From an optimization exercise on the open Yosys and OpenROAD flow, aimed at small area; shortcuts taken in it are not production practice.
Function was checked by simulation only, so behaviour that the tests miss may differ from the original.
Power is estimated from default activity; no workload was simulated.

==> run a: inputs <==
// pitchcomm_engine
module pitchcomm_engine (
  input  wire        clk,
  input  wire        rst,         
  input  wire        bus_valid,
  input  wire        bus_write,
  input  wire [7:0]  bus_addr,
  input  wire [3:0]  bus_be,
  input  wire [31:0] bus_wdata,
  output wire [31:0] bus_rdata,
  output wire        bus_fault
);
  localparam [7:0] MAGIC   = 8'hCC;
  localparam [7:0] VERSION = 8'h01;
  localparam [2:0] S_OK          = 3'd0;
  localparam [2:0] S_BAD_LENGTH  = 3'd1;
  localparam [2:0] S_BAD_MAGIC   = 3'd2;
  localparam [2:0] S_VERSION     = 3'd3;
  localparam [2:0] S_CHECKSUM    = 3'd4;
  localparam [2:0] S_DUPLICATE   = 3'd5;
  localparam [2:0] S_ILLEGAL     = 3'd7;
  genvar g;
  reg [15:0] ck_acc;
  reg [7:0]  txseq;
  reg        tx_ok;                  
  reg [7:0]  txb2, txb3, txb4;       
  reg [63:0] rxb;                    
  reg [31:0] rxlen;
  reg        rx_ok;                  
  reg [7:0]  rx_cmd, rx_code, rx_seq;
  reg [31:0] now;
  reg        valid;                  
  reg [7:0]  last_seq, last_cmd;
  reg [31:0] last_time;
  reg [2:0]  result;
  reg        err;
  ...
Settings: LEC_CHECK=0, CAP_MARGIN=0, CORE_MARGIN=2, CORE_UTILIZATION=60, SLEW_MARGIN=0, SYNTH_HIERARCHICAL=1; clock period 8.0 ns.
standard.sh (not shown) runs the stock make flow with config.mk's settings and CLKGATE_MAP_FILE= SYNTH_SCRIPT=/design/flow/synth_recipe.tcl, a recipe that flattens the netlist after the stock synthesis.
==> flow/flow/run.sh <==
#!/bin/bash
# The standard layout (standard.sh, unchanged synthesis), with two changes:
# - the port buffers are the smallest buffer cell (buf_1) instead of the one
#   buffer_ports picks by default;
# - clock tree synthesis uses clkbuf_8 buffers in larger sink clusters and
#   inserts no dummy loads.
# standard.sh's full output goes to standard.log; ORFS's per-step logs are in
# orfs/logs/.
set -euo pipefail
export BUFFER_PORTS_ARGS="-buffer_cell sky130_fd_sc_hd__buf_1"
export CTS_ARGS="-sink_clustering_enable -repair_clock_nets -dont_use_dummy_load -buf_list sky130_fd_sc_hd__clkbuf_8 -sink_clustering_size 16 -sink_clustering_max_diameter 60"
bash standard.sh > standard.log 2>&1
==> run b (differences from run a) <==
--- a/flow/design.v
+++ b/flow/design.v
@@ -242,15 +242,15 @@
   wire is_enc_next = (op == 8'h10) && zc;
   wire is_enc_seq  = (op == 8'h11);
   wire is_seq_load = (op == 8'h12) && za && zb;
   wire is_decode   = (op == 8'h20) && za && zb && zc;
   wire is_admit    = (op == 8'h30) && zb;
   wire is_legal    = is_nop | is_ck_init | is_ck_upd | is_enc_next | is_enc_seq |
                      is_seq_load | is_decode | is_admit;
-  wire        crc_tx  = bus_addr[6];    
+  wire        crc_tx  = bus_addr[6] & ~bus_addr[5];
   wire        crc_rx  = ~crc_tx;
   wire [23:0] crc_src;
   wire [23:0] tx_src = {txb4, txb3, txb2};
   generate
     for (g = 0; g < 24; g = g + 1) begin : g_csrc
       pc_ao22 u_m (.a1(tx_src[g]), .a2(crc_tx), .b1(rxb[16 + g]), .b2(crc_rx), .y(crc_src[g]));
     end
@@ -426,19 +426,20 @@
     {last_cmd, last_seq} <= last_d;
     last_time <= lt_d;
     result    <= rst ? S_OK : (we_cmd ? cmd_result : result);
     err       <= nrst & (err | fault_now | (we_cmd & ~is_legal));
   end
   wire a6 = bus_addr[6], a5 = bus_addr[5], a4 = bus_addr[4], a3 = bus_addr[3], a2 = bus_addr[2];
   wire [2:0] bi = bus_addr[4:2];
-  wire [7:0] sR, sT;
+  wire [7:0] sR, sT, sB;
   generate
     for (g = 0; g < 8; g = g + 1) begin : g_sel
       assign sR[g] = a6 & a5 & (bi == g);
       assign sT[g] = a6 & ~a5 & (bi == g) & tx_ok;
+      assign sB[g] = a6 & (bi == g) & (a5 | tx_ok);    
     end
   endgenerate
   wire s_now    = ~a6 & a5 & ~a3 & ~a2;
   wire s_rxlen  = ~a6 & a5 & ~a3 & a2;
   wire s_dds    = ~a6 & a5 & a3 & ~a2 & valid;
   wire s_lt     = ~a6 & a5 & a3 & a2 & valid;
   wire s_status = ~a6 & ~a5 & ~a4 & ~a3;           
@@ -450,29 +451,28 @@
   wire s_rxf    = ~a6 & ~a5 & a4 & a3 & a2 & rx_ok;
   wire [31:0] kconst = ({32{s_config}} & 32'h0001CC73) | ({32{s_window}} & 32'h000001F4) |
                        ({32{s_preset}} & 32'h0000FFFF) | ({32{sT[0]}} & 32'h000000CC) |
                        ({32{sT[1]}} & 32'h00000001) | ({32{s_dds}} & 32'h00010000);
   wire [3:0] status_lo = {result[2] & result[1], result};
   generate
     for (g = 0; g < 8; g = g + 1) begin : g_rd_lo
-      wire [6:0] t;
-      pc_aoi222 u0 (.a1(sR[0]), .a2(rxb[g]),      .b1(sR[1]), .b2(rxb[8 + g]),  .c1(sR[2]), .c2(rxb[16 + g]), .y(t[0]));
-      pc_aoi222 u1 (.a1(sR[3]), .a2(rxb[24 + g]), .b1(sR[4]), .b2(rxb[32 + g]), .c1(sR[5]), .c2(rxb[40 + g]), .y(t[1]));
-      pc_aoi222 u2 (.a1(sR[6]), .a2(rxb[48 + g]), .b1(sR[7]), .b2(rxb[56 + g]), .c1(sT[2]), .c2(txb2[g]),    .y(t[2]));
-      pc_aoi222 u3 (.a1(sT[3]), .a2(txb3[g]),     .b1(sT[4]), .b2(txb4[g]),     .c1(sT[5]), .c2(fcrc[8 + g]), .y(t[3]));
-      pc_aoi222 u4 (.a1(sT[6]), .a2(fcrc[g]),     .b1(s_ck),  .b2(ck_acc[g]),   .c1(s_txseq), .c2(txseq[g]), .y(t[4]));
-      pc_aoi222 u5 (.a1(s_rxf), .a2(rx_seq[g]),   .b1(s_now), .b2(now[g]),      .c1(s_rxlen), .c2(rxlen[g]), .y(t[5]));
+      wire [5:0] t;
+      pc_aoi222 u0 (.a1(sR[0]), .a2(rxb[g]),      .b1(sR[1]), .b2(rxb[8 + g]),  .c1(sB[2]), .c2(crc_src[g]),      .y(t[0]));
+      pc_aoi222 u1 (.a1(sB[3]), .a2(crc_src[8 + g]), .b1(sB[4]), .b2(crc_src[16 + g]), .c1(sR[5]), .c2(rxb[40 + g]), .y(t[1]));
+      pc_aoi222 u2 (.a1(sR[6]), .a2(rxb[48 + g]), .b1(sR[7]), .b2(rxb[56 + g]), .c1(sT[5]), .c2(fcrc[8 + g]), .y(t[2]));
+      pc_aoi222 u3 (.a1(sT[6]), .a2(fcrc[g]),     .b1(s_ck),  .b2(ck_acc[g]),   .c1(s_txseq), .c2(txseq[g]), .y(t[3]));
+      pc_aoi222 u4 (.a1(s_rxf), .a2(rx_seq[g]),   .b1(s_now), .b2(now[g]),      .c1(s_rxlen), .c2(rxlen[g]), .y(t[4]));
       if (g < 4) begin : g_st
-        pc_aoi222 u6 (.a1(s_dds), .a2(last_seq[g]), .b1(s_lt), .b2(last_time[g]), .c1(s_status), .c2(status_lo[g]), .y(t[6]));
+        pc_aoi222 u5 (.a1(s_dds), .a2(last_seq[g]), .b1(s_lt), .b2(last_time[g]), .c1(s_status), .c2(status_lo[g]), .y(t[5]));
         assign bus_rdata[g] = ~(&t) | kconst[g];
       end else begin : g_nst
         wire t7, t8;
         pc_nand2 u7 (.a(s_dds), .b(last_seq[g]), .y(t7));
         pc_nand2 u8 (.a(s_lt), .b(last_time[g]), .y(t8));
-        assign bus_rdata[g] = ~(&t[5:0] & t7 & t8) | kconst[g];
+        assign bus_rdata[g] = ~(&t[4:0] & t7 & t8) | kconst[g];
       end
     end
   endgenerate
   generate
     for (g = 8; g < 16; g = g + 1) begin : g_rd_mid
       wire [1:0] t;
       pc_aoi222 u0 (.a1(s_ck), .a2(ck_acc[g]), .b1(s_rxf), .b2(rx_code[g - 8]), .c1(s_now), .c2(now[g]), .y(t[0]));
Settings changed: CAP_MARGIN 0 to 20, CORE_UTILIZATION 60 to 78, SLEW_MARGIN 0 to 20.
==> qor summary <==
metric	run b	run a
Run status	finished clean	finished clean
Adder-cell share of the synthesized area	0.640%	0.637%
Insertion delay to the later sink of the worst-skew pair	540 ps	580 ps
Worst endpoint data arrival time	5590 ps	5110 ps
Number of global-route vias before repair	10700	10200
Area growth from synthesis to layout	8.50%	9.77%
Multi-input logic cell count	828	835
Fmax	0.139 GHz	0.149 GHz
Utilization after layout	87.3%	66.7%
Post-synthesis instance area	11700 um2	11800 um2
Met1 Use GR	61.6%	54.3%
Post-Syn Area per Cell	10.5 um2	10.5 um2
Cell internal power dissipation	1.54 mW	1.56 mW
Net load switching power	511 uW	533 uW
Fraction of area in registers	40.1%	39.4%
Overall via count from detail_route	11400	11300
Share of layout cells above drive strength 1	5.52%	5.56%
Met1 WL	13.8 mm	16.8 mm
Sequential Power	1.29 mW	1.28 mW
Endpoint of the lowest-slack register-to-register path	rx_seq[1]	last_seq[5]
Number of clock buffers in the layout	20	22
Total met2 wirelength after detailed routing	17.4 mm	19.9 mm

==> re-timing with driven ports <==
How much do the figures lean on ideal ports? The routed layouts below were timed once more, with nothing changed but the port constraints. Step 1, drivers: a clkbuf_16 drives clk and a buf_2 each remaining input, both assumed. Step 2, shift: input delay + t, output delay - t, t = (earliest + latest rising clock arrival at the registers) / 2. This alone moves slack from input paths to output paths. Three values: ideal ports, drivers, drivers and shift; two values: the first two.
run	shift t [ns]	slack for setup (ns)	worst setup path at the end
run a	0.588	1.293 / 1.269 / 1.269	input to output
run b	0.561	0.811 / 0.785 / 0.739	input to register
After both steps setup and hold are still met in every run listed. For run b, which loses most, drivers alone change the setup slack by -0.026 ns; drivers and shift together by -0.072 ns.
